Source: an optimization exercise on an open RTL-to-GDS flow (aim: small area). Production flows keep margins and buffers that such runs may drop.
Only simulation tests tie the RTL to the original design; equivalence was not proved.
Power is estimated from default activity; no workload was simulated.

==> design.v <==
module mbnet_rxq #(
    parameter W = 97
) (
    input  wire         clk,
    input  wire         rst,
    input  wire         push,
    input  wire [W-1:0] push_data,
    input  wire         pop,
    output wire         empty,
    output wire [W-1:0] head
);
    reg [W-1:0] mem0, mem1, mem2, mem3;
    reg [3:0]   rd_oh;
    reg [3:0]   wr_oh;
    reg         full;
    wire same = |(rd_oh & wr_oh);
    assign empty = same && !full;
    assign head  = ({W{rd_oh[0]}} & mem0) | ({W{rd_oh[1]}} & mem1) |
                   ({W{rd_oh[2]}} & mem2) | ({W{rd_oh[3]}} & mem3);
    wire do_push = push && !full;
    wire do_pop  = pop && !empty;
    wire [3:0] wr_nx = {wr_oh[2:0], wr_oh[3]};
    always @(posedge clk) begin
        if (do_push && wr_oh[0]) mem0 <= push_data;
        if (do_push && wr_oh[1]) mem1 <= push_data;
        if (do_push && wr_oh[2]) mem2 <= push_data;
        if (do_push && wr_oh[3]) mem3 <= push_data;
    end
    always @(posedge clk) begin
        if (rst) begin
            rd_oh <= 4'b0001;
            wr_oh <= 4'b0001;
            full  <= 1'b0;
        end else begin
            if (do_push) wr_oh <= wr_nx;
            if (do_pop)  rd_oh <= {rd_oh[2:0], rd_oh[3]};
            if (do_push && !do_pop && |(wr_nx & rd_oh))
                full <= 1'b1;
            else if (do_pop)
                full <= 1'b0;
        end
    end
endmodule
module mbnet_core (
    input  wire        clk,
    input  wire        rst,
    input  wire        cmd_valid,
    output wire        cmd_ready,
    input  wire [63:0] cmd,
    input  wire [63:0] cmd_data,
    output reg         res_valid,
    output reg  [3:0]  res_status,
    output wire [7:0]  res_id,
    output reg  [3:0]  res_dlc,
    output reg  [1:0]  res_tos,
    output wire [63:0] res_data,
    output wire        tx_valid,
    input  wire        tx_ready,
    output wire [28:0] tx_id,
    output wire [3:0]  tx_dlc,
    output wire [63:0] tx_data,
    input  wire        rx_valid,
    input  wire        rx_ide,
    input  wire        rx_rtr,
    input  wire [28:0] rx_id,
    input  wire [3:0]  rx_dlc,
    input  wire [63:0] rx_data,
    output wire        call_valid,
    output wire [2:0]  call_kind,
    output wire [6:0]  call_master,
    output reg  [1:0]  call_tos,
    output reg  [15:0] call_control,
    output reg  [3:0]  call_dlc,
    output reg  [63:0] call_data,
    input  wire        call_ret,
    output reg         log_valid,
    output wire [28:0] log_id
);
    localparam [9:0] ACK_POLL_BUDGET = 10'd1000;
    localparam [3:0] OP_INIT        = 4'h0;
    localparam [3:0] OP_NODEID_SET  = 4'h1;
    localparam [3:0] OP_NODEID_GET  = 4'h2;
    localparam [3:0] OP_SEND_REQ    = 4'h3;
    localparam [3:0] OP_SEND_AGAIN  = 4'h4;
    localparam [3:0] OP_WAIT_ACK_NB = 4'h5;
    localparam [3:0] OP_WAIT_ACK    = 4'h6;
    localparam [3:0] OP_SEND_ACK    = 4'h7;
    localparam [3:0] OP_SLAVE_INFO  = 4'h8;
    localparam [3:0] OP_HANDLER     = 4'h9;
    localparam [3:0] ST_SUCCESS   = 4'h0;
    localparam [3:0] ST_PENDING   = 4'h1;
    localparam [3:0] ST_RETRY     = 4'h2;
    localparam [3:0] ST_TIMEOUT   = 4'h3;
    localparam [3:0] ST_NOTCONF   = 4'h4;
    localparam [3:0] ST_NOTMASTER = 4'h5;
    localparam [3:0] ST_SEQERR    = 4'h6;
    localparam [3:0] ST_BADTARGET = 4'h7;
    localparam [3:0] ST_BADID     = 4'h8;
    localparam [3:0] ST_RANGE     = 4'h9;
    localparam [3:0] ST_NOTFOUND  = 4'hA;
    localparam [3:0] ST_BADLEN    = 4'hB;
    localparam [3:0] ST_ILLEGAL   = 4'hC;
    localparam [2:0] S_IDLE  = 3'd0;
    localparam [2:0] S_EXEC  = 3'd1;
    localparam [2:0] S_TX    = 3'd2;
    localparam [2:0] S_POLL  = 3'd3;
    localparam [2:0] H_SCAN  = 3'd4;
    localparam [2:0] H_DRAIN = 3'd5;
    localparam [2:0] H_CALL  = 3'd6;
    localparam [2:0] H_REPLY = 3'd7;
    localparam [1:0] K_PFIN  = 2'd0;  
    localparam [1:0] K_PPOLL = 2'd1;  
    localparam [1:0] K_ACK   = 2'd2;  
    localparam [1:0] K_REPLY = 2'd3;  
    function [63:0] mask_msg;
        input [63:0] msg;
        input [3:0]  dlc;
        integer k;
        begin
            for (k = 0; k < 8; k = k + 1)
                mask_msg[8*k +: 8] = (dlc > k) ? msg[8*k +: 8] : 8'h00;
        end
    endfunction
    reg [2:0]  state;
    reg        depth;
    reg [1:0]  tx_k;
    reg [3:0]  c_op;
    reg [7:0]  c_id;
    reg [1:0]  c_tos;
    reg [3:0]  c_dlc;
    reg        configured;
    reg [6:0]  node_id;
    reg        pend_valid;
    reg [15:0] pend_ctrl;
    reg [1:0]  pend_tos;
    reg [2:0]  pend_ms;
    reg [6:0]  pend_node;
    reg [3:0]  pend_dlc;
    reg [63:0] pend_msg;
    reg [1:0]  cand_st  [0:31];    
    reg [7:0]  rv;                 
    reg [4:0]  rc [0:7];           
    reg [63:0] rp [0:7];           
    reg        hv;                 
    reg [4:0]  hc;
    reg [63:0] hp;
    reg [3:0]  nrec;
    reg [4:0]  cursor;             
    reg [9:0]  budget;
    reg        locked;
    reg [2:0]  locked_ms;
    reg [2:0]  h_ms;
    reg [1:0]  h_reply_tos;
    reg        res_get;
    reg [63:0] xd;
    reg [28:1] log_idr;
    wire       wait_nb = (c_op == OP_WAIT_ACK_NB);
    wire       probe   = c_op[3];
    wire rx_accept = rx_valid && configured && rx_ide && !rx_rtr &&
                     (rx_id[7:1] == node_id);
    wire [63:0] rx_payload = mask_msg(rx_data, rx_dlc);
    wire        rq_empty, aq_empty;
    wire [88:0] rq_head;
    wire [95:0] aq_head;
    wire        rq_pop = (state == H_DRAIN);
    wire        aq_pop = (state == S_POLL);
    mbnet_rxq #(.W(89)) u_rq (
        .clk(clk), .rst(rst),
        .push(rx_accept && !rx_id[0]),
        .push_data({rx_id[28:8], rx_dlc, rx_payload}),
        .pop(rq_pop), .empty(rq_empty), .head(rq_head)
    );
    mbnet_rxq #(.W(96)) u_aq (
        .clk(clk), .rst(rst),
        .push(rx_accept && rx_id[0]),
        .push_data({rx_id[28:1], rx_dlc, rx_payload}),
        .pop(aq_pop), .empty(aq_empty), .head(aq_head)
    );
    wire [20:0] rq_id   = rq_head[88:68];    
    wire [3:0]  rq_dlc  = rq_head[67:64];
    wire [63:0] rq_data = rq_head[63:0];
    wire [1:0]  rq_tos  = rq_id[4:3];
    wire [2:0]  rq_ms   = rq_id[2:0];
    wire [7:0]  rq_etos = rq_id[12:5];
    wire [27:0] aq_id   = aq_head[95:68];    
    wire [3:0]  aq_dlc  = aq_head[67:64];
    wire [63:0] aq_data = aq_head[63:0];
    wire        ack_from_slave = (aq_id[27:12] == {9'd0, c_id[6:0]});
    wire [1:0]  ack_tos        = aq_id[11:10];
    assign cmd_ready   = (state == S_IDLE) || (state == H_CALL);
    assign call_valid  = (state == H_CALL) || depth;
    assign call_master = {h_ms, 4'b0000};
    assign call_kind   = (call_tos != 2'd0 || call_control[7:4] != 4'd0) ? 3'd0 :
                         (call_control[3:0] == 4'h4) ? 3'd1 :
                         (call_control[2:0] - 3'd4);
    wire   h_reply     = (call_kind != 3'd0);
    assign res_id   = res_get ? (configured ? {1'b0, node_id} : 8'hFF) : 8'h00;
    assign res_data = xd;
    assign log_id   = {log_idr, 1'b1};
    wire from_pend = !tx_k[1];
    assign tx_valid = (state == S_TX);
    assign tx_id    = from_pend ? {pend_ctrl, pend_tos, pend_ms, pend_node, 1'b0} :
                      {9'd0, node_id, (tx_k[0] ? h_reply_tos : c_tos), 3'd0,
                       (tx_k[0] ? {h_ms, 4'b0000} : c_id[6:0]), 1'b1};
    assign tx_dlc   = from_pend ? pend_dlc : (tx_k[0] ? 4'd0 : c_dlc);
    assign tx_data  = xd | (pend_msg & {64{from_pend}});
    wire       is_master = configured && (node_id[3:0] == 4'd0);
    wire [4:0] cidx      = c_id[4:0] - 5'd8;
    wire       in_range  = (c_id[6:0] >= 7'h08) && (c_id[6:0] <= 7'h27);
    reg        hit_any;
    reg [63:0] hit_data;
    integer    ri;
    always @(*) begin
        hit_any  = hv && hc == cidx;
        hit_data = {64{hit_any}} & hp;
        for (ri = 0; ri < 8; ri = ri + 1)
            if (rv[ri] && rc[ri] == cidx) begin
                hit_any  = 1'b1;
                hit_data = hit_data | rp[ri];
            end
    end
    wire [4:0] node_ci  = node_id[4:0] - 5'd8;
    wire       node_in  = (node_id >= 7'h08) && (node_id <= 7'h27);
    wire [4:0] scan_ci  = (node_in && cursor == node_ci) ? cursor + 5'd1 : cursor;
    wire [6:0] scan_c   = {2'b00, scan_ci} + 7'h08;
    wire [1:0] scan_st  = cand_st[scan_ci];
    wire        take     = cmd_valid && cmd_ready;
    wire [3:0]  n_op     = cmd[3:0];
    wire [3:0]  n_dlc    = cmd[7:4];
    wire [63:0] n_msg    = mask_msg(cmd_data, n_dlc);
    wire        new_req  = take && n_op == OP_SEND_REQ && is_master && n_dlc <= 4'd8;
    reg [2:0]  state_nx;
    reg [1:0]  tx_k_nx;
    reg        fin;
    reg [3:0]  fin_status;
    reg        fin_aq;       
    reg        fin_hit;      
    reg        x_hold;       
    reg        probe_ok;
    reg        probe_fail;
    reg        do_init;
    reg        do_setid;
    reg        ld_budget;
    reg        do_probe;     
    reg        do_scan;      
    reg        dispatch;     
    reg        set_lock;
    reg        clr_lock;
    reg        set_rtos;
    reg [1:0]  rtos_nx;
    reg        log_nx;
    always @(*) begin
        state_nx   = state;
        tx_k_nx    = tx_k;
        fin        = 1'b0;
        fin_status = ST_SUCCESS;
        fin_aq     = 1'b0;
        fin_hit    = 1'b0;
        x_hold     = 1'b0;
        probe_ok   = 1'b0;
        probe_fail = 1'b0;
        do_init    = 1'b0;
        do_setid   = 1'b0;
        ld_budget  = 1'b0;
        do_probe   = 1'b0;
        do_scan    = 1'b0;
        dispatch   = 1'b0;
        set_lock   = 1'b0;
        clr_lock   = 1'b0;
        set_rtos   = 1'b0;
        rtos_nx    = 2'd0;
        log_nx     = 1'b0;
        case (state)
        S_IDLE, H_CALL: begin
            if (cmd_valid)
                state_nx = S_EXEC;
            else if (state == H_CALL && call_ret) begin
                state_nx = h_reply ? H_REPLY : H_DRAIN;
                set_rtos = h_reply;
            end
        end
        S_EXEC: begin
            case (c_op)
            OP_INIT: begin
                fin = 1'b1;
                if (depth) fin_status = ST_ILLEGAL;
                else       do_init = 1'b1;
            end
            OP_NODEID_SET: begin
                fin = 1'b1;
                if (c_id[7]) fin_status = ST_BADID;
                else         do_setid = 1'b1;
            end
            OP_NODEID_GET: begin
                fin = 1'b1;
                if (!configured) fin_status = ST_NOTCONF;
            end
            OP_SEND_REQ: begin
                if (!configured) begin
                    fin = 1'b1; fin_status = ST_NOTCONF;
                end else if (node_id[3:0] != 4'd0) begin
                    fin = 1'b1; fin_status = ST_NOTMASTER;
                end else if (c_dlc > 4'd8) begin
                    fin = 1'b1; fin_status = ST_BADLEN;
                end else begin
                    tx_k_nx = K_PFIN; state_nx = S_TX;
                end
            end
            OP_SEND_AGAIN: begin
                if (!configured) begin
                    fin = 1'b1; fin_status = ST_NOTCONF;
                end else if (node_id[3:0] != 4'd0) begin
                    fin = 1'b1; fin_status = ST_NOTMASTER;
                end else if (!pend_valid || pend_node != c_id[6:0]) begin
                    fin = 1'b1; fin_status = ST_SEQERR;
                end else begin
                    tx_k_nx = K_PFIN; state_nx = S_TX;
                end
            end
            OP_WAIT_ACK_NB: begin
                state_nx = S_POLL;
            end
            OP_WAIT_ACK: begin
                ld_budget = 1'b1;
                state_nx  = S_POLL;
            end
            OP_SEND_ACK: begin
                if (!configured) begin
                    fin = 1'b1; fin_status = ST_NOTCONF;
                end else if (c_id[3:0] != 4'd0) begin
                    fin = 1'b1; fin_status = ST_BADTARGET;
                end else if (c_dlc > 4'd8) begin
                    fin = 1'b1; fin_status = ST_BADLEN;
                end else begin
                    x_hold = 1'b1;
                    tx_k_nx = K_ACK; state_nx = S_TX;
                end
            end
            OP_SLAVE_INFO: begin
                fin = 1'b1;
                if (!configured)
                    fin_status = ST_NOTCONF;
                else if (node_id[3:0] != 4'd0)
                    fin_status = ST_NOTMASTER;
                else if (!in_range)
                    fin_status = ST_RANGE;
                else if (!hit_any)
                    fin_status = ST_NOTFOUND;
                else
                    fin_hit = 1'b1;
            end
            OP_HANDLER: begin
                if (depth) begin
                    fin = 1'b1; fin_status = ST_ILLEGAL;
                end else begin
                    state_nx = H_SCAN;
                end
            end
            default: begin
                fin = 1'b1; fin_status = ST_ILLEGAL;
            end
            endcase
        end
        S_TX: begin
            if (tx_ready) begin
                case (tx_k)
                K_PFIN, K_ACK: fin = 1'b1;
                K_PPOLL: begin
                    ld_budget = 1'b1;
                    state_nx  = S_POLL;
                end
                default: state_nx = H_DRAIN;
                endcase
            end else begin
                x_hold = 1'b1;
            end
        end
        S_POLL: begin
            if (!aq_empty && ack_from_slave && ack_tos == 2'd2) begin
                if (wait_nb) begin
                    fin = 1'b1; fin_status = ST_RETRY;
                end else if (!probe && !configured) begin
                    fin = 1'b1; fin_status = ST_NOTCONF;
                end else if (!probe && node_id[3:0] != 4'd0) begin
                    fin = 1'b1; fin_status = ST_NOTMASTER;
                end else if (!probe && (!pend_valid || pend_node != c_id[6:0])) begin
                    fin = 1'b1; fin_status = ST_SEQERR;
                end else begin
                    tx_k_nx = K_PPOLL; state_nx = S_TX;
                end
            end else if (!aq_empty && ack_from_slave) begin
                if (probe) begin
                    probe_ok = 1'b1;
                    state_nx = H_DRAIN;
                end else begin
                    fin    = 1'b1;
                    fin_aq = 1'b1;
                end
            end else begin
                log_nx = !aq_empty;
                if (wait_nb) begin
                    fin = 1'b1; fin_status = ST_PENDING;
                end else if (budget == 10'd1) begin
                    if (probe) begin
                        probe_fail = 1'b1;
                        state_nx   = H_DRAIN;
                    end else begin
                        fin = 1'b1; fin_status = ST_TIMEOUT;
                    end
                end
            end
        end
        H_SCAN: begin
            clr_lock = 1'b1;
            if (!is_master) begin
                state_nx = H_DRAIN;
            end else begin
                do_scan = 1'b1;
                if (scan_st == 2'd3) begin
                    state_nx = H_DRAIN;
                end else begin
                    do_probe = 1'b1;
                    tx_k_nx  = K_PPOLL;
                    state_nx = S_TX;
                end
            end
        end
        H_DRAIN: begin
            if (rq_empty) begin
                if (!locked) fin = 1'b1;
            end else begin
                dispatch = 1'b1;
                if (locked && rq_ms != locked_ms) begin
                    set_rtos = 1'b1; rtos_nx = 2'd2;      
                    state_nx = H_REPLY;
                end else if (rq_tos != 2'd0) begin
                    state_nx = H_CALL;                    
                end else begin
                    case (rq_etos)
                    8'h00: begin
                        set_lock = 1'b1;
                        set_rtos = 1'b1; rtos_nx = 2'd0;
                        state_nx = H_REPLY;
                    end
                    8'h01: begin
                        clr_lock = 1'b1;
                        set_rtos = 1'b1; rtos_nx = 2'd0;
                        state_nx = H_REPLY;
                    end
                    8'h04: begin
                        state_nx = H_CALL;                
                    end
                    8'h06, 8'h07, 8'h08, 8'h09, 8'h0a: begin
                        if ((rq_etos == 8'h06 && rq_dlc == 4'd3) ||
                            (rq_etos == 8'h07 && rq_dlc == 4'd1) ||
                            (rq_etos == 8'h08 && rq_dlc == 4'd2) ||
                            (rq_etos == 8'h09 && rq_dlc == 4'd2) ||
                            (rq_etos == 8'h0a && rq_dlc == 4'd3)) begin
                            state_nx = H_CALL;            
                        end else begin
                            set_rtos = 1'b1; rtos_nx = 2'd3;    
                            state_nx = H_REPLY;
                        end
                    end
                    8'h02, 8'h03, 8'h05, 8'h0b, 8'h0c, 8'h0d, 8'h0e, 8'h0f: begin
                        set_rtos = 1'b1; rtos_nx = 2'd3;
                        state_nx = H_REPLY;
                    end
                    default: begin
                        state_nx = H_CALL;                
                    end
                    endcase
                end
            end
        end
        default: begin
            if (!configured) begin
                state_nx = H_DRAIN;
            end else begin
                tx_k_nx  = K_REPLY;
                state_nx = S_TX;
            end
        end
        endcase
        if (fin)
            state_nx = depth ? H_CALL : S_IDLE;
    end
    wire new_rec    = probe_ok && !nrec[3];
    wire flush_h    = hv && !rv[7];
    wire rec_direct = new_rec && !hv && !rv[7];
    wire rec_to_h   = new_rec && !rec_direct;
    integer i;
    always @(posedge clk) begin
        if (rst) begin
            state      <= S_IDLE;
            depth      <= 1'b0;
            configured <= 1'b0;
            pend_valid <= 1'b0;
            for (i = 0; i < 32; i = i + 1)
                cand_st[i] <= 2'd0;
            nrec       <= 4'd0;
            rv         <= 8'd0;
            hv         <= 1'b0;
            cursor     <= 5'd0;
            res_valid  <= 1'b0;
            log_valid  <= 1'b0;
        end else begin
            state     <= state_nx;
            res_valid <= fin;
            log_valid <= log_nx;
            if (take)
                depth <= (state == H_CALL);
            else if (fin)
                depth <= 1'b0;
            if (do_init)
                configured <= 1'b0;
            else if (do_setid)
                configured <= 1'b1;
            if (do_init)
                pend_valid <= 1'b0;
            else if (new_req || do_probe)
                pend_valid <= 1'b1;
            if (do_init) begin
                for (i = 0; i < 32; i = i + 1)
                    cand_st[i] <= 2'd0;
            end else if (probe_ok) begin
                cand_st[cidx] <= 2'd3;
            end else if (probe_fail) begin
                cand_st[cidx] <= c_tos + 2'd1;
            end
            if (do_init)
                nrec <= 4'd0;
            else if (new_rec)
                nrec <= nrec + 4'd1;
            rv <= {rv[6:0], rv[7] | flush_h | rec_direct} & {8{!do_init}};
            if (do_init)
                hv <= 1'b0;
            else if (rec_to_h)
                hv <= 1'b1;
            else if (flush_h)
                hv <= 1'b0;
            if (do_init)
                cursor <= 5'd0;
            else if (do_scan)
                cursor <= scan_ci + 5'd1;
        end
    end
    always @(posedge clk) begin
        tx_k <= tx_k_nx;
        if (take) begin
            c_op  <= n_op;
            c_dlc <= n_dlc;
        end
        if (take)
            c_id <= cmd[15:8];
        else if (do_probe)
            c_id <= {1'b0, scan_c};
        if (take)
            c_tos <= cmd[17:16];
        else if (do_probe)
            c_tos <= scan_st;
        if (do_setid)
            node_id <= c_id[6:0];
        if (new_req) begin
            pend_ctrl <= cmd[47:32];
            pend_tos  <= cmd[17:16];
            pend_ms   <= node_id[6:4];
            pend_node <= cmd[14:8];
            pend_dlc  <= n_dlc;
            pend_msg  <= n_msg;
        end else if (do_probe) begin
            pend_ctrl <= 16'h0000;
            pend_tos  <= 2'd3;
            pend_ms   <= node_id[6:4];
            pend_node <= scan_c;
            pend_dlc  <= 4'd0;
            pend_msg  <= 64'd0;
        end
        for (i = 1; i < 8; i = i + 1) begin
            rc[i] <= rc[i-1];
            rp[i] <= rp[i-1];
        end
        if (flush_h) begin
            rc[0] <= hc;
            rp[0] <= hp;
        end else if (rec_direct) begin
            rc[0] <= cidx;
            rp[0] <= aq_data;
        end else begin
            rc[0] <= rc[7];
            rp[0] <= rp[7];
        end
        if (rec_to_h) begin
            hc <= cidx;
            hp <= aq_data;
        end
        if (ld_budget)
            budget <= ACK_POLL_BUDGET;
        else
            budget <= budget - 10'd1;
        if (set_lock) begin
            locked    <= 1'b1;
            locked_ms <= rq_ms;
        end else if (clr_lock) begin
            locked    <= 1'b0;
        end
        if (set_rtos)
            h_reply_tos <= rtos_nx;
        if (dispatch) begin
            h_ms         <= rq_ms;
            call_tos     <= rq_tos;
            call_control <= rq_id[20:5];
            call_dlc     <= rq_dlc;
            call_data    <= rq_data;
        end
        res_status <= fin_status;
        res_get    <= (state == S_EXEC) && (c_op == OP_NODEID_GET);
        res_dlc    <= fin_aq ? aq_dlc : 4'd0;
        res_tos    <= fin_aq ? ack_tos : 2'd0;
        log_idr    <= aq_id;
        if (take && n_op == OP_SEND_ACK)
            xd <= n_msg;
        else if (x_hold)
            xd <= xd;
        else if (fin_aq)
            xd <= aq_data;
        else if (fin_hit)
            xd <= hit_data;
        else
            xd <= 64'd0;
    end
endmodule
==> flow/run.sh <==
#!/bin/bash
# Standard ORFS layout (the standard.sh, unchanged synthesis), with
# the smallest buffer on the ports and CTS sink clusters of up to 30
# flip-flops, without dummy loads.
set -euo pipefail
export BUFFER_PORTS_ARGS="-buffer_cell sky130_fd_sc_hd__buf_1"
export CTS_ARGS="-sink_clustering_enable -repair_clock_nets -sink_clustering_size 30 -sink_clustering_max_diameter 80 -dont_use_dummy_load"
bash standard.sh > standard.log 2>&1
==> standard.sh <==
#!/bin/bash
# synth_recipe.tcl (not shown) runs the flow's synth.tcl, then flattens the netlist and writes it again
# the make line also repeats each setting of config.mk as NAME=value (left out here)
make -C /OpenROAD-flow-scripts/flow DESIGN_CONFIG=/design/flow/config.mk WORK_HOME=/design/flow/orfs CLKGATE_MAP_FILE= SYNTH_SCRIPT=/design/flow/synth_recipe.tcl "${@:-finish}"
==> config.mk <==
export PLATFORM = sky130hd
export DESIGN_NAME = mbnet_core
export DESIGN_NICKNAME = mbnet_core
export VERILOG_FILES = /design/flow/design.v
export SDC_FILE = /design/flow/constraint.sdc
export NUM_CORES = 4
export LEC_CHECK = 0
export CAP_MARGIN = 20
export CORE_MARGIN = 2
export CORE_UTILIZATION = 55
export CTS_CLUSTER_DIAMETER = 80
export CTS_CLUSTER_SIZE = 30
export PLACE_DENSITY = 0.75
export SLEW_MARGIN = 20
==> constraint.sdc <==
create_clock -name core_clock -period 10.0 [get_ports {clk}]
set_input_delay 2.0000 -clock core_clock [delete_from_list [all_inputs] [get_ports {clk}]]
set_output_delay 2.0000 -clock core_clock [all_outputs]
set_load 0.01 [all_outputs]
==> results of run 1 <==
-- path summary, 6_finish.rpt --
check | to | slack, ps | start | depth (start not counted)
worst max-delay path | pend_ctrl[15]$_SDFFCE_PN0P_ | 4310 | node_id[3]$_DFFE_PP_ | 14
worst min-delay path | rp[7][7]$_DFF_P_ | 320 | rp[6][7]$_DFF_P_ | 0
worst max register to register | pend_ctrl[15]$_SDFFCE_PN0P_ | 4310 | node_id[3]$_DFFE_PP_ | 14
worst min register to register | rp[7][7]$_DFF_P_ | 320 | rp[6][7]$_DFF_P_ | 0
-- cell type report --
class | instances | area [um^2]
Antenna cell | 10 | 25.02
Sequential cell | 1800 | 47620
Fill cell | 8861 | 46820
Timing Repair Buffer | 561 | 2312
Clock buffer | 75 | 1877
Inverter | 34 | 128.9
Tap cell | 1524 | 1907
Multi-Input combinational cell | 2406 | 15830
-- logic make-up (layout without fill, tap and decap cells) --
group / Yosys count / after routing / synth area share
compound gates: 1104 / 1104 / 0.1257
xor+xnor: 88 / 88 / 0.01202
flops: 1800 / 1800 / 0.7353
simple gates: 1063 / 1063 / 0.07615
mux: 132 / 132 / 0.02608
buf+inv: 328 / 670 / 0.02200
other cells: 2 / 15 / 0.0001160
fa+ha+maj: 14 / 14 / 0.002668
-- worst reg2reg max path: stages (launching register included) --
cell and delay [ps]:
edfxtp_1 630, inv_1 190, ha_1 360, xnor2_1 130, nor3_1 240, o31ai_2 120
buf_4 210, nor3_1 320, xnor2_2 210, inv_1 190, a2111oi_0 480, o32ai_1 340
a21oi_1 440, or2_4 650, buf_4 730
-- metrics by stage --
step                      total power (uW)  worst slack, ps  cells
final                                12470             4313   6410
after global routing                 12840             3839   6405
after CTS                            12500             4392   6400
after detailed placement              9146             3904   6325
after global placement                9128             4046   6325
after floorplan                       8801            940.7   4534
-- sequential cells by signal, summed over array words and instances, names as in the netlist, 7 cells and up --
signal / count
rv: 8
u_rq.mem1: 89
pend_msg: 64
xd: 64
u_rq.mem2: 89
u_rq.mem3: 89
hp: 64
pend_node: 7
u_rq.mem0: 89
c_id: 8
log_idr: 28
rp: 512
node_id: 7
rc: 40
call_control: 16
call_data: 64
pend_ctrl: 16
u_aq.mem1: 96
u_aq.mem0: 96
cand_st: 64
u_aq.mem3: 96
budget: 10
u_aq.mem2: 96
-- placed cells by master (no fill, tap or decap), types with 16 or more instances in the layout --
cell type	netlist	routed
edfxtp_1	1154	1154
dfxtp_1	646	637
buf_1	44	506
a22oi_1	497	497
nand2_1	426	426
nor2_1	234	233
a21o_1	97	97
nand3_1	92	91
mux2i_1	91	91
nor2b_1	78	77
clkbuf_16	0	75
o21ai_0	66	66
a221oi_1	66	66
o21ai_1	66	66
a222oi_1	65	65
a21oi_1	62	61
buf_4	6	55
and2_1	61	53
xnor2_1	49	49
xor2_1	38	38
o22ai_1	35	35
inv_1	34	33
nor3_1	33	33
nor4_1	32	29
mux4_2	28	28
o221ai_1	27	27
and3_1	27	18
a31oi_1	18	18
nand2b_1	17	17
a22o_1	16	16
-- layer usage --
| metal | GRT usage | vias to the layer above | part of all wire | wire length, um |
|---|---|---|---|---|
| met1 | 0.3959 | 20290 | 0.42 | 70670 |
| met2 | 0.4193 | 1974 | 0.46 | 76550 |
| met3 | 0.04131 | 222 | 0.089 | 14890 |
| met5 | 0 | - | 0 | 0 |
| li1 | - | 17880 | - | - |
| met4 | 0.08616 | 0 | 0.029 | 4843 |
-- power by group --
| part | internal [uW] | switching [uW] | leakage [uW] |
|---|---|---|---|
| clock | 1360 | 2110 | 0.000924 |
| combinational | 287 | 592 | 0.00724 |
| sequential | 7990 | 124 | 0.0162 |
| total | 9640 | 2830 | 0.0243 |
==> impl_metrics.csv, run 1 <==
group,metric,value,unit
logic_synthesis,synth_area,0.06472,mm^2
logic_synthesis,synthArstFlopShare,0,
drt,avgRoutedWirePerCell,26.05,um
floorplan,die_h,347.0,um
placed_design,finalWeightedCongestion,0.9239,
drt,drc_errors,0,
timing,whs,318.3,ps
timing,fmax,175.8,MHz
logic_synthesis,avgSynthCellArea,14.28,um^2
setup_path,crit_buf_inv,4,
finish,syn2layout_area_growth,7.685,%
clocking,cts-hold-fix-buffers,0,
global_route,grt_overflow,0,
logic_synthesis,synth_top_area_cell,"edfxtp_1",
drt,detail-route-antenna-nets,0,
logic_synthesis,ys_top_cells_by_area,"edfxtp_1 (54%), dfxtp_1 (20%), a22oi_1 (5.8%), nand2_1 (2.5%), mux2i_1 (1.4%)",
setup_path,start_kind,"register",
floorplan,dieArea,0.1204,mm^2
timing,rsz0062_at_grt,"false",
drt,wl,167.0,mm
floorplan,initial_core_util,0.5554,
timing,clock_skew,116.4,ps
clocking,htreeDepth,3,
floorplan,boundaryPins,542,
setup_path,cp.required,10200,ps
finish,final_cell_area,0.06969,mm^2
timing,report.final.slew_viol_count,0,
clocking,cts_root_buffer,"clkbuf_16",
global_route,grt_use_total,0.2706,
setup_path,critPathSlowestCell,"buf_4",
min_path,hold_class,"register to register",
logic_synthesis,yosys.cell_types.count,81,
timing,max-slew-margin-rel,0.2920,
logic_synthesis,yosysSeqAreaShare,0.7353,
setup_path,crit_path_end_kind,"register",
floorplan,rows,125,
logic_synthesis,synthCells,4531,
setup_path,crit_chain,"inv_1 > ha_1 > xnor2_1 > nor3_1 > o31ai_2 > buf_4 > nor3_1 > xnor2_2 > inv_1 > a2111oi_0 > o32ai_1 > a21oi_1 > or2_4 > buf_4",
drt,drt_first_pass_iters,10,
logic_synthesis,synth_top_cell_area_share,0.5354,
clocking,postCtsSetupRepairBufs,0,
drt,via_per_inst,6.298,
finish,drive_gt1_frac,0.04861,
logic_synthesis,synth.most_common_cell,"edfxtp_1",
timing,hold_violations,0,
timing,worst_slew_pin_slew,1054,ps
clocking,numCtsBuffers,75,
logic_synthesis,ys_seq_elements,1800,
drt,dr.first_iter.drc_count,5301,
finish,fin_nets,5124,
finish,fin_util,0.5981,
power,leakagePower,0.02432,uW
power,irDropWorstVdd,0.1447,mV
setup_path,worstPathMaxFanout,60,
timing,setup-tns-final,0,ps
setup_path,critPathKind,"register to register",
floorplan,coreArea,0.1165,mm^2
clocking,clk_latency,710,ps
logic_synthesis,ys_warn_count,5,
logic_synthesis,yosys_most_used_dff,"edfxtp_1",
timing,period_minus_slack,5687,ps
timing,period_share,0.5687,
clocking,cts_tree,"done",
placed_design,post_dp_cell_area,0.06779,mm^2
power,p_per_area,178.9,mW/mm^2
floorplan,die_x,347.0,um
outcome,status,"finished clean",
clocking,path_clk_slew,110,ps
clocking,clockBufferDepth,3,
timing,setup_viol,0,
global_route,grt_pass1_vias,39390,
clocking,cts_resized,0,
setup_path,arrival,5890,ps
setup_path,cp_top_family,"compound AO/OA/AOI/OAI gates",
global_route,antenna_found_initial,8,
placed_design,port-buffer-count,506,
clocking,cts_num_sinks,1800,
run,maxCapViolCount,0,
global_route,grt_max_degree,72,
placed_design,dp_hpwl,103.9,mm
drt,vias,40370,
logic_synthesis,synth_edf_count,1154,
logic_synthesis,synth_commonest_cells,"edfxtp_1 (1154), dfxtp_1 (646), a22oi_1 (497)",
setup_path,critPathMaxStageDelay,730,ps
global_route,grt_pass1_wl,246.6,mm
==> inputs of run 2 (changes only) <==
--- a/design.v
+++ b/design.v
@@ -9,3 +9,5 @@
     output wire         empty,
-    output wire [W-1:0] head
+    output wire [W-1:0] head,
+    output wire [4*W-1:0] slots,
+    output wire [3:0]     rd_sel
 );
@@ -19,2 +21,4 @@
                    ({W{rd_oh[2]}} & mem2) | ({W{rd_oh[3]}} & mem3);
+    assign slots  = {mem3, mem2, mem1, mem0};
+    assign rd_sel = rd_oh;
     wire do_push = push && !full;
@@ -114,2 +118,6 @@
     localparam [1:0] K_REPLY = 2'd3;  
+    function [88:0] rq_ent;
+        input [88:0] e;
+        rq_ent = {e[70:68], e[72:71], e[88:73], e[67:64], e[63:0]};
+    endfunction
     function [63:0] mask_msg;
@@ -164,2 +172,4 @@
     wire [95:0] aq_head;
+    wire [355:0] rq_slots;
+    wire [3:0]   rq_rd;
     wire        rq_pop = (state == H_DRAIN);
@@ -170,3 +180,4 @@
         .push_data({rx_id[28:8], rx_dlc, rx_payload}),
-        .pop(rq_pop), .empty(rq_empty), .head(rq_head)
+        .pop(rq_pop), .empty(rq_empty), .head(rq_head),
+        .slots(rq_slots), .rd_sel(rq_rd)
     );
@@ -176,3 +187,4 @@
         .push_data({rx_id[28:1], rx_dlc, rx_payload}),
-        .pop(aq_pop), .empty(aq_empty), .head(aq_head)
+        .pop(aq_pop), .empty(aq_empty), .head(aq_head),
+        .slots(), .rd_sel()
     );
@@ -563,17 +575,6 @@
             node_id <= c_id[6:0];
-        if (new_req) begin
-            pend_ctrl <= cmd[47:32];
-            pend_tos  <= cmd[17:16];
-            pend_ms   <= node_id[6:4];
-            pend_node <= cmd[14:8];
-            pend_dlc  <= n_dlc;
-            pend_msg  <= n_msg;
-        end else if (do_probe) begin
-            pend_ctrl <= 16'h0000;
-            pend_tos  <= 2'd3;
-            pend_ms   <= node_id[6:4];
-            pend_node <= scan_c;
-            pend_dlc  <= 4'd0;
-            pend_msg  <= 64'd0;
-        end
+        {pend_ctrl, pend_tos, pend_ms, pend_node, pend_dlc, pend_msg} <=
+            ({96{new_req}} & {cmd[47:32], cmd[17:16], node_id[6:4], cmd[14:8], n_dlc, n_msg}) |
+            ({96{do_probe}} & {16'h0000, 2'd3, node_id[6:4], scan_c, 4'd0, 64'd0}) |
+            ({96{!new_req && !do_probe}} & {pend_ctrl, pend_tos, pend_ms, pend_node, pend_dlc, pend_msg});
         for (i = 1; i < 8; i = i + 1) begin
@@ -582,12 +583,6 @@
         end
-        if (flush_h) begin
-            rc[0] <= hc;
-            rp[0] <= hp;
-        end else if (rec_direct) begin
-            rc[0] <= cidx;
-            rp[0] <= aq_data;
-        end else begin
-            rc[0] <= rc[7];
-            rp[0] <= rp[7];
-        end
+        rc[0] <= ({5{flush_h}} & hc) | ({5{rec_direct}} & cidx) |
+                 ({5{!flush_h && !rec_direct}} & rc[7]);
+        rp[0] <= ({64{flush_h}} & hp) | ({64{rec_direct}} & aq_data) |
+                 ({64{!flush_h && !rec_direct}} & rp[7]);
         if (rec_to_h) begin
@@ -608,9 +603,8 @@
             h_reply_tos <= rtos_nx;
-        if (dispatch) begin
-            h_ms         <= rq_ms;
-            call_tos     <= rq_tos;
-            call_control <= rq_id[20:5];
-            call_dlc     <= rq_dlc;
-            call_data    <= rq_data;
-        end
+        {h_ms, call_tos, call_control, call_dlc, call_data} <=
+            ({89{dispatch && rq_rd[0]}} & rq_ent(rq_slots[88:0])) |
+            ({89{dispatch && rq_rd[1]}} & rq_ent(rq_slots[177:89])) |
+            ({89{dispatch && rq_rd[2]}} & rq_ent(rq_slots[266:178])) |
+            ({89{dispatch && rq_rd[3]}} & rq_ent(rq_slots[355:267])) |
+            ({89{!dispatch}} & {h_ms, call_tos, call_control, call_dlc, call_data});
         res_status <= fin_status;
@@ -620,12 +614,6 @@
         log_idr    <= aq_id;
-        if (take && n_op == OP_SEND_ACK)
-            xd <= n_msg;
-        else if (x_hold)
-            xd <= xd;
-        else if (fin_aq)
-            xd <= aq_data;
-        else if (fin_hit)
-            xd <= hit_data;
-        else
-            xd <= 64'd0;
+        xd <= ({64{take && n_op == OP_SEND_ACK}} & n_msg) |
+              ({64{x_hold}}  & xd) |
+              ({64{fin_aq}}  & aq_data) |
+              ({64{fin_hit}} & hit_data);
     end
==> impl_metrics.csv, run 2 <==
group,metric,value,unit
timing,period_minus_slack,5733,ps
finish,mostFrequentLayoutCells,"edfxtp_1 (905), dfxtp_1 (889), buf_1 (506), a22oi_1 (504), nand2_1 (504)",
logic_synthesis,yosys.cell_types.count,92,
drt,drt_first_pass_iters,7,
floorplan,die_x,344.5,um
timing,fmax,174.4,MHz
logic_synthesis,avgSynthCellArea,13.21,um^2
logic_synthesis,synthArstFlopShare,0,
global_route,antenna_found_initial,8,
run,maxCapViolCount,0,
logic_synthesis,synth_top_area_cell,"edfxtp_1",
clocking,cts-hold-fix-buffers,0,
logic_synthesis,ys_top_cells_by_area,"edfxtp_1 (43%), dfxtp_1 (28%), a22oi_1 (5.9%), nand2_1 (3.0%), nand3_1 (2.5%)",
placed_design,dp_cells,6562,
power,seq_power_share,0.646,
logic_synthesis,synth_area,0.06375,mm^2
power,comb_power_share,0.070,
clocking,numCtsBuffers,76,
timing,setup_viol,0,
timing,period_share,0.5733,
logic_synthesis,synth_edf_count,905,
power,p_int,9472,uW
placed_design,finalWeightedCongestion,0.9009,
setup_path,r2r_slack,4270,ps
floorplan,die_h,344.5,um
power,netSwitchingFraction,0.2292,
global_route,grt_use_total,0.2795,
logic_synthesis,synthCells,4825,
setup_path,critPathSlowestCell,"nand4_1",
floorplan,coreArea,0.1147,mm^2
global_route,grt_overflow,0,
drt,met1Wirelength,72.29,mm
clocking,cts_root_buffer,"clkbuf_16",
placed_design,port-buffer-count,506,
timing,clock_skew,105.7,ps
clocking,cts_num_sinks,1800,
finish,drive_gt1_frac,0.04604,
setup_path,crit_buf_inv,2,
finish,largest_reg_flops,512,
finish,regMostFlops,"rp",
drt,dr_wl_met2,77.63,mm
timing,worst_slew_pin_slew,1145,ps
power,switchingPower,2816,uW
power,leakagePower,0.02412,uW
clocking,clk_latency,700,ps
drt,drc_errors,0,
min_path,hold_class,"register to register",
power,clkPwrFrac,0.284,
global_route,grt_pass1_vias,40330,
logic_synthesis,ys_warn_count,5,
floorplan,initial_core_util,0.5561,
setup_path,crit_path_end_kind,"register",
clocking,cts_tree,"done",
logic_synthesis,ys_seq_elements,1800,
clocking,htreeDepth,3,
finish,multi_input_area,0.01733,mm^2
setup_path,worstPathMaxFanout,54,
timing,rsz0062_at_grt,"false",
clocking,cts_resized,0,
timing,setup-tns-final,0,ps
min_path,min_delay_path_depth,0,
setup_path,cp_top_family,"simple AND/OR/NAND/NOR gates",
floorplan,rows,124,
outcome,status,"finished clean",
finish,syn2layout_area_growth,7.764,%
finish,layout_commonest_cell,"edfxtp_1",
floorplan,boundaryPins,542,
logic_synthesis,synth.most_common_cell,"edfxtp_1",
setup_path,crit_chain,"inv_1 > ha_1 > xnor2_1 > nor4_1 > nand4_1 > nor2_1 > xor2_1 > a211o_1 > nand3_1 > o211ai_4 > buf_4 > and2_1 > mux2_4",
min_path,min_from,"rc[2][2]$_DFF_P_",
setup_path,critPathMaxStageDelay,900,ps
drt,vias,42620,
logic_synthesis,yosys_most_used_dff,"edfxtp_1",
logic_synthesis,synth_commonest_cells,"edfxtp_1 (905), dfxtp_1 (895), a22oi_1 (504), nand2_1 (504), nand3_1 (319)",
setup_path,arrival,6250,ps
global_route,grt_max_degree,75,
setup_path,ff2ff_path_depth,13,
clocking,path_clk_slew,110,ps
power,p_per_area,178.8,mW/mm^2
drt,detail-route-antenna-nets,0,
power,irDropWorstVdd,0.1329,mV
drt,wl,171.7,mm
finish,fin_nets,5374,
finish,fillers,8883,
drt,met3WireLength,16.04,mm
drt,via_per_inst,6.415,
clocking,clockBufferDepth,3,
global_route,grt_pass1_wl,250.3,mm
setup_path,timing.rr.start,"node_id[3]$_DFFE_PP_",
drt,avgRoutedWirePerCell,25.84,um
finish,seq_area,0.04511,mm^2
floorplan,dieArea,0.1187,mm^2
drt,dr.first_iter.drc_count,5755,
logic_synthesis,synth_top_cell_area_share,0.4263,
logic_synthesis,yosysSeqAreaShare,0.7073,
drt,highest_layer,"met5",
min_path,holdPathEnd,"rc[3][2]$_DFF_P_",
timing,report.final.slew_viol_count,0,
setup_path,start_kind,"register",
setup_path,r2r-end,"pend_ms[1]$_DFF_P_",
timing,max-slew-margin-rel,0.2365,
placed_design,dp_hpwl,105.0,mm
finish,fin_cells,6644,
setup_path,critPathKind,"register to register",
setup_path,cp.required,10520,ps
timing,hold_violations,0,
clocking,postCtsSetupRepairBufs,0,
==> run 2: metal layers <==
layer | vias to the layer above | track usage
met5 | - | 0
met4 | 2 | 0.09982
met2 | 2266 | 0.4296
li1 | 18810 | -
met3 | 294 | 0.04519
met1 | 21250 | 0.4044
==> run 2: layout make-up <==
class,count,share of cell area
Antenna cell,6,0.0002185
Clock buffer,76,0.02768
Inverter,33,0.001803
Multi-Input combinational cell,2654,0.2523
Sequential cell,1800,0.6566
Tap cell,1512,0.02754
Timing Repair Buffer,563,0.03387
==> run 2: power groups by stage <==
stage / clock network (uW) / registers (uW) / logic [uW]
final: 3490 / 7930 / 862
after global routing: 3770 / 7940 / 928
after CTS: 3530 / 7930 / 850
after detailed placement: 0 / 8100 / 847
after global placement: 0 / 8090 / 827
after floorplan: 0 / 8050 / 565
==> run 2: logic make-up (layout without fill, tap and decap cells) <==
family / count (synthesis) / in the layout / synth area share
other: 2 / 11 / 0.0001178
AO/OA/AOI/OAI: 1176 / 1176 / 0.1440
AND/OR/NAND/NOR: 1306 / 1306 / 0.09579
buffers and inverters: 374 / 672 / 0.02359
XOR/XNOR: 90 / 90 / 0.01248
flip-flops: 1800 / 1800 / 0.7073
adder cells (fa/ha/maj): 13 / 13 / 0.002551
multiplexers: 64 / 64 / 0.01421
==> run 2: worst max path at each step <==
stage	from	to	slack [ps]	depth (start not counted)
2_1_floorplan	u_aq.rd_oh[2]$_SDFFE_PP0P_	hc[0]$_DFFE_PP_	960	9
6_report	node_id[3]$_DFFE_PP_	pend_ms[1]$_DFF_P_	4270	13
5_1_grt	node_id[3]$_DFFE_PP_	pend_ms[1]$_DFF_P_	3860	13
4_1_cts	node_id[3]$_DFFE_PP_	pend_ms[1]$_DFF_P_	4440	13
3_5_place_dp	rx_id[3]	u_rq.mem3[30]$_DFFE_PP_	4050	7
3_3_place_gp	rx_id[3]	u_rq.mem3[34]$_DFFE_PP_	4130	7
==> run 2: stage by stage <==
step	hold WS (ps)	worst slack [ps]	util	total power, uW	cell area (um^2)
3_5_place_dp	335.6	4048	0.5824	8943	66780
4_1_cts	270.5	4436	0.5990	12310	68680
5_1_grt	273.6	3863	0.5992	12640	68700
2_1_floorplan	329.8	958.4	-	8611	63770
3_3_place_gp	331.5	4131	0.5824	8920	66780
6_report	274.8	4267	0.5992	12290	68700
==> inputs of run 3 (changes only) <==
--- a/design.v
+++ b/design.v
@@ -3,9 +3,9 @@
 ) (
-    input  wire         clk,
-    input  wire         rst,
-    input  wire         push,
-    input  wire [W-1:0] push_data,
-    input  wire         pop,
-    output wire         empty,
-    output wire [W-1:0] head,
+    input  wire           clk,
+    input  wire           rst,
+    input  wire           push,
+    input  wire [W-1:0]   push_data,
+    input  wire           pop,
+    output wire           empty,
+    output wire [W-1:0]   head,
     output wire [4*W-1:0] slots,
@@ -16,17 +16,17 @@
     reg [3:0]   wr_oh;
-    reg         full;
-    wire same = |(rd_oh & wr_oh);
-    assign empty = same && !full;
-    assign head  = ({W{rd_oh[0]}} & mem0) | ({W{rd_oh[1]}} & mem1) |
-                   ({W{rd_oh[2]}} & mem2) | ({W{rd_oh[3]}} & mem3);
+    reg [3:0]   v;
+    wire full = &v;
+    assign empty  = ~|v;
+    assign head   = ({W{rd_oh[0]}} & mem0) | ({W{rd_oh[1]}} & mem1) |
+                    ({W{rd_oh[2]}} & mem2) | ({W{rd_oh[3]}} & mem3);
     assign slots  = {mem3, mem2, mem1, mem0};
     assign rd_sel = rd_oh;
-    wire do_push = push && !full;
-    wire do_pop  = pop && !empty;
-    wire [3:0] wr_nx = {wr_oh[2:0], wr_oh[3]};
+    wire       do_push = push && !full;
+    wire       do_pop  = pop && !empty;
+    wire [3:0] we      = {4{do_push}} & wr_oh;
     always @(posedge clk) begin
-        if (do_push && wr_oh[0]) mem0 <= push_data;
-        if (do_push && wr_oh[1]) mem1 <= push_data;
-        if (do_push && wr_oh[2]) mem2 <= push_data;
-        if (do_push && wr_oh[3]) mem3 <= push_data;
+        mem0 <= ({W{we[0]}} & push_data) | ({W{v[0]}} & mem0);
+        mem1 <= ({W{we[1]}} & push_data) | ({W{v[1]}} & mem1);
+        mem2 <= ({W{we[2]}} & push_data) | ({W{v[2]}} & mem2);
+        mem3 <= ({W{we[3]}} & push_data) | ({W{v[3]}} & mem3);
     end
@@ -36,10 +36,7 @@
             wr_oh <= 4'b0001;
-            full  <= 1'b0;
+            v     <= 4'b0000;
         end else begin
-            if (do_push) wr_oh <= wr_nx;
+            if (do_push) wr_oh <= {wr_oh[2:0], wr_oh[3]};
             if (do_pop)  rd_oh <= {rd_oh[2:0], rd_oh[3]};
-            if (do_push && !do_pop && |(wr_nx & rd_oh))
-                full <= 1'b1;
-            else if (do_pop)
-                full <= 1'b0;
+            v <= (v & ~({4{do_pop}} & rd_oh)) | we;
         end
@@ -499,2 +496,5 @@
     end
+    wire       cand_clr = rst || do_init;
+    wire       cand_wr  = probe_ok || probe_fail;
+    wire [1:0] cand_val = probe_ok ? 2'd3 : c_tos + 2'd1;
     wire new_rec    = probe_ok && !nrec[3];
@@ -510,4 +510,2 @@
             pend_valid <= 1'b0;
-            for (i = 0; i < 32; i = i + 1)
-                cand_st[i] <= 2'd0;
             nrec       <= 4'd0;
@@ -534,10 +532,2 @@
                 pend_valid <= 1'b1;
-            if (do_init) begin
-                for (i = 0; i < 32; i = i + 1)
-                    cand_st[i] <= 2'd0;
-            end else if (probe_ok) begin
-                cand_st[cidx] <= 2'd3;
-            end else if (probe_fail) begin
-                cand_st[cidx] <= c_tos + 2'd1;
-            end
             if (do_init)
@@ -587,6 +577,7 @@
                  ({64{!flush_h && !rec_direct}} & rp[7]);
-        if (rec_to_h) begin
-            hc <= cidx;
-            hp <= aq_data;
-        end
+        hc <= ({5{rec_to_h}} & cidx) | ({5{hv && !flush_h}} & hc);
+        hp <= ({64{rec_to_h}} & aq_data) | ({64{hv && !flush_h}} & hp);
+        for (i = 0; i < 32; i = i + 1)
+            cand_st[i] <= ({2{cand_wr && cidx == i && !cand_clr}} & cand_val) |
+                          ({2{!(cand_wr && cidx == i) && !cand_clr}} & cand_st[i]);
         if (ld_budget)
==> impl_metrics.csv, run 3 <==
group,metric,value,unit
timing,max-slew-margin-rel,0.08217,
timing,setup-tns-final,0,ps
clocking,cts_root_buffer,"clkbuf_16",
logic_synthesis,synth_top_cell_area_share,0.5642,
drt,via_per_inst,6.366,
timing,setup_viol,0,
logic_synthesis,synth_commonest_cells,"dfxtp_1 (1774), nand2_1 (1018), o21ai_0 (703)",
placed_design,dp_cells,8026,
timing,clock_skew,73.52,ps
logic_synthesis,avgSynthCellArea,9.742,um^2
finish,seq_area,0.03652,mm^2
global_route,grt_overflow,0,
drt,drc_errors,0,
global_route,grt_use_total,0.3165,
clocking,clk_latency,690,ps
setup_path,start_kind,"register",
power,p_per_area,174.2,mW/mm^2
setup_path,cp.required,10590,ps
min_path,min_from,"rp[5][13]$_DFF_P_",
global_route,grt_pass1_wl,291.3,mm
floorplan,die_x,342.3,um
logic_synthesis,ys_top_cells_by_area,"dfxtp_1 (56%), nand2_1 (6.1%), o21ai_0 (5.6%), a22o_1 (5.1%), a22oi_1 (3.7%)",
floorplan,coreArea,0.1139,mm^2
drt,wl,193.5,mm
placed_design,post_dp_cell_area,0.06555,mm^2
finish,layout_commonest_cell,"dfxtp_1",
finish,regMostFlops,"rp",
drt,detail-route-antenna-nets,0,
global_route,grt_max_degree,90,
placed_design,finalWeightedCongestion,0.9244,
setup_path,critPathSlowestCell,"mux2i_1",
clocking,numCtsBuffers,74,
setup_path,r2r_slack,3270,ps
drt,vias,51630,
finish,syn2layout_area_growth,7.171,%
timing,period_minus_slack,6732,ps
finish,fillers,9897,
timing,worst_slew_pin_slew,1377,ps
setup_path,r2r-end,"pend_ctrl[7]$_DFF_P_",
drt,dr.first_iter.drc_count,5988,
finish,fin_util,0.5924,
logic_synthesis,synthArstFlopShare,0,
setup_path,crit_buf_inv,2,
clocking,cts_num_sinks,1806,
clocking,cts_tree,"done",
global_route,antenna_found_initial,12,
setup_path,crit_path_end_kind,"register",
finish,fin_nets,6844,
logic_synthesis,synth_top_area_cell,"dfxtp_1",
drt,drt_first_pass_iters,9,
min_path,min_delay_path_depth,0,
finish,fin_cells,8111,
setup_path,worstPathMaxFanout,66,
setup_path,critPathKind,"register to register",
logic_synthesis,synthCells,6462,
timing,fmax,148.5,MHz
clocking,path_clk_slew,110,ps
clocking,clockBufferDepth,3,
clocking,htreeDepth,3,
drt,avgRoutedWirePerCell,23.86,um
logic_synthesis,synth_edf_count,32,
floorplan,dieArea,0.1172,mm^2
setup_path,cp_top_family,"compound AO/OA/AOI/OAI gates",
min_path,hold_class,"register to register",
global_route,grt_pass1_vias,48470,
finish,mostFrequentLayoutCells,"dfxtp_1 (1762), nand2_1 (1009), o21ai_0 (702), buf_1 (506), a22o_1 (366)",
finish,largest_reg_flops,512,
floorplan,boundaryPins,542,
floorplan,initial_core_util,0.5528,
timing,hold_violations,0,
clocking,postCtsSetupRepairBufs,0,
logic_synthesis,ys_seq_elements,1806,
min_path,holdPathEnd,"rp[6][13]$_DFF_P_",
placed_design,port-buffer-count,506,
floorplan,rows,124,
placed_design,dp_hpwl,119.7,mm
clocking,cts-hold-fix-buffers,0,
setup_path,crit_chain,"or3_4 > o31a_1 > a2111oi_2 > mux2i_1 > inv_1 > ha_1 > nor2b_1 > ha_1 > nor2_1 > o41ai_1 > a211oi_1 > o2111ai_1 > or3_1 > a41oi_1 > o22a_4 > buf_4 > nand3_1 > nand2_1",
timing,whs,306.1,ps
finish,final_cell_area,0.06746,mm^2
finish,drive_gt1_frac,0.04079,
floorplan,die_h,342.3,um
logic_synthesis,yosysSeqAreaShare,0.5794,
logic_synthesis,ys_warn_count,6,
setup_path,path_common_cell,"ha_1",
clocking,cts_resized,0,
timing,report.final.slew_viol_count,0,
run,maxCapViolCount,0,
timing,period_share,0.6732,
setup_path,ff2ff_path_depth,18,
outcome,status,"finished clean",
logic_synthesis,yosys.cell_types.count,81,
power,leakagePower,0.02475,uW
setup_path,timing.rr.start,"node_id[0]$_DFFE_PP_",
timing,rsz0062_at_grt,"false",
logic_synthesis,synth_area,0.06295,mm^2
finish,multi_input_area,0.02435,mm^2
setup_path,critPathMaxStageDelay,650,ps
logic_synthesis,synth.most_common_cell,"dfxtp_1",
setup_path,arrival,7320,ps
logic_synthesis,yosys_most_used_dff,"dfxtp_1",
power,irDropWorstVdd,0.1435,mV
==> run 3: cell types whose count changed after synthesis, sizes merged, moves of 21 or more <==
cell    delta
nor2      +33
edfxtp   -873
mux2i     +28
a21oi     +89
a22oi    -191
nor2b     -47
a221oi    +65
dfxtp    +879
nand3     +26
o21ai    +617
a22o     +294
and2      -21
clkbuf   +220
nand2    +515
==> run 3: worst reg2reg max path, stage by stage (launching register included) <==
cell and delay [ps]:
edfxtp_1 590, or3_4 490, o31a_1 310, a2111oi_2 470, mux2i_1 650, inv_1 150
ha_1 440, nor2b_1 250, ha_1 220, nor2_1 210, o41ai_1 110, a211oi_1 240
o2111ai_1 220, or3_1 340, a41oi_1 350, o22a_4 560, buf_4 670, nand3_1 300
nand2_1 90
==> run 3: per-stage QoR <==
stage | power [uW] | setup slack (ps)
floorplan | 8065 | 4502
global route | 12100 | 2836
detailed placement | 8395 | 3498
CTS | 11780 | 3422
global placement | 8377 | 3562
finish | 11750 | 3268
==> run 3: area by class of cell <==
cell class                 instances  share of cell area
clock buffer                      74             0.02745
antenna                            5           0.0001855
inverter                          40            0.002244
multi-input combinational       4063              0.3609
tap                             1512             0.02804
timing repair buffer             611             0.03982
sequential                      1806              0.5413
==> run 3: worst max path at each step <==
| stage | start | endpoint | slack, ps | cells after the start |
|---|---|---|---|---|
| final | node_id[0]$_DFFE_PP_ | pend_ctrl[7]$_DFF_P_ | 3270 | 18 |
| after global routing | node_id[3]$_DFFE_PP_ | pend_msg[54]$_DFF_P_ | 2840 | 20 |
| after CTS | node_id[0]$_DFFE_PP_ | pend_ctrl[7]$_DFF_P_ | 3420 | 18 |
| after detailed placement | node_id[0]$_DFFE_PP_ | pend_msg[56]$_DFF_P_ | 3500 | 18 |
| after global placement | node_id[0]$_DFFE_PP_ | pend_dlc[3]$_DFF_P_ | 3560 | 18 |
| after floorplan | node_id[0]$_DFFE_PP_ | c_id[0]$_DFFE_PP_ | 4500 | 22 |
==> run 3: cells by family (layout without fill, tap and decap cells) <==
| group | after synthesis | in the layout | share of synthesized area |
|---|---|---|---|
| AO/OA/AOI/OAI | 2055 | 2055 | 0.2303 |
| AND/OR/NAND/NOR | 1824 | 1824 | 0.1258 |
| flip-flops | 1806 | 1806 | 0.5794 |
| buffers and inverters | 596 | 725 | 0.03675 |
| XOR/XNOR | 90 | 90 | 0.01252 |
| multiplexers | 74 | 74 | 0.01214 |
| adder cells (fa/ha/maj) | 15 | 15 | 0.002981 |
| other | 2 | 10 | 0.0001193 |
==> run 3: power by group <==
| part | leakage (uW) | switching [uW] | internal (uW) |
|---|---|---|---|
| clock network | 0.000912 | 2150 | 1340 |
| registers | 0.0146 | 91.9 | 7290 |
| logic | 0.00926 | 620 | 258 |
==> run 3: layer usage <==
layer  global-route usage  vias to the layer above  wire [um]
met1               0.4464                    25230      82630
met4              0.09722                       10       5611
met5                    0                        -         66
met3              0.07257                      313      20490
met2               0.4825                     2553      84720
li1                     -                    23520          -

-- what the ideal ports hide --
No port has a modelled driver above. Below, the same layouts with a new extraction and two added sets of constraints.
Step 1 assumes that a clkbuf_16 drives the clock port and a buf_2 every other input.
Step 2 adds t to the input delays and takes it off the output delays; t is the mean of the earliest and latest rising clock arrival at the registers after step 1. Input paths then give back, and output paths get back, about the clock's delay inside the block.
Three values: no drivers, after step 1, after step 2; two values: the first two.
run	shift t [ns]	slack for setup (ns)	hold slack, ns	clock arrival spread, ns	cell pins on the clock port's net
run 1	0.714	4.313 / 4.313 / 3.775	0.318 / 0.318 / 0.318	0.130 / 0.131	1
run 2	0.728	4.267 / 4.267 / 4.016	0.275 / 0.275 / 0.275	0.108 / 0.108	1
run 3	0.733	3.268 / 3.268 / 3.268	0.306 / 0.306 / 0.306	0.074 / 0.074	1
After both steps setup and hold are still met in every run listed. The setup slack of run 1, which loses most, moves by 0.000 ns with the drivers and by -0.538 ns with both steps.
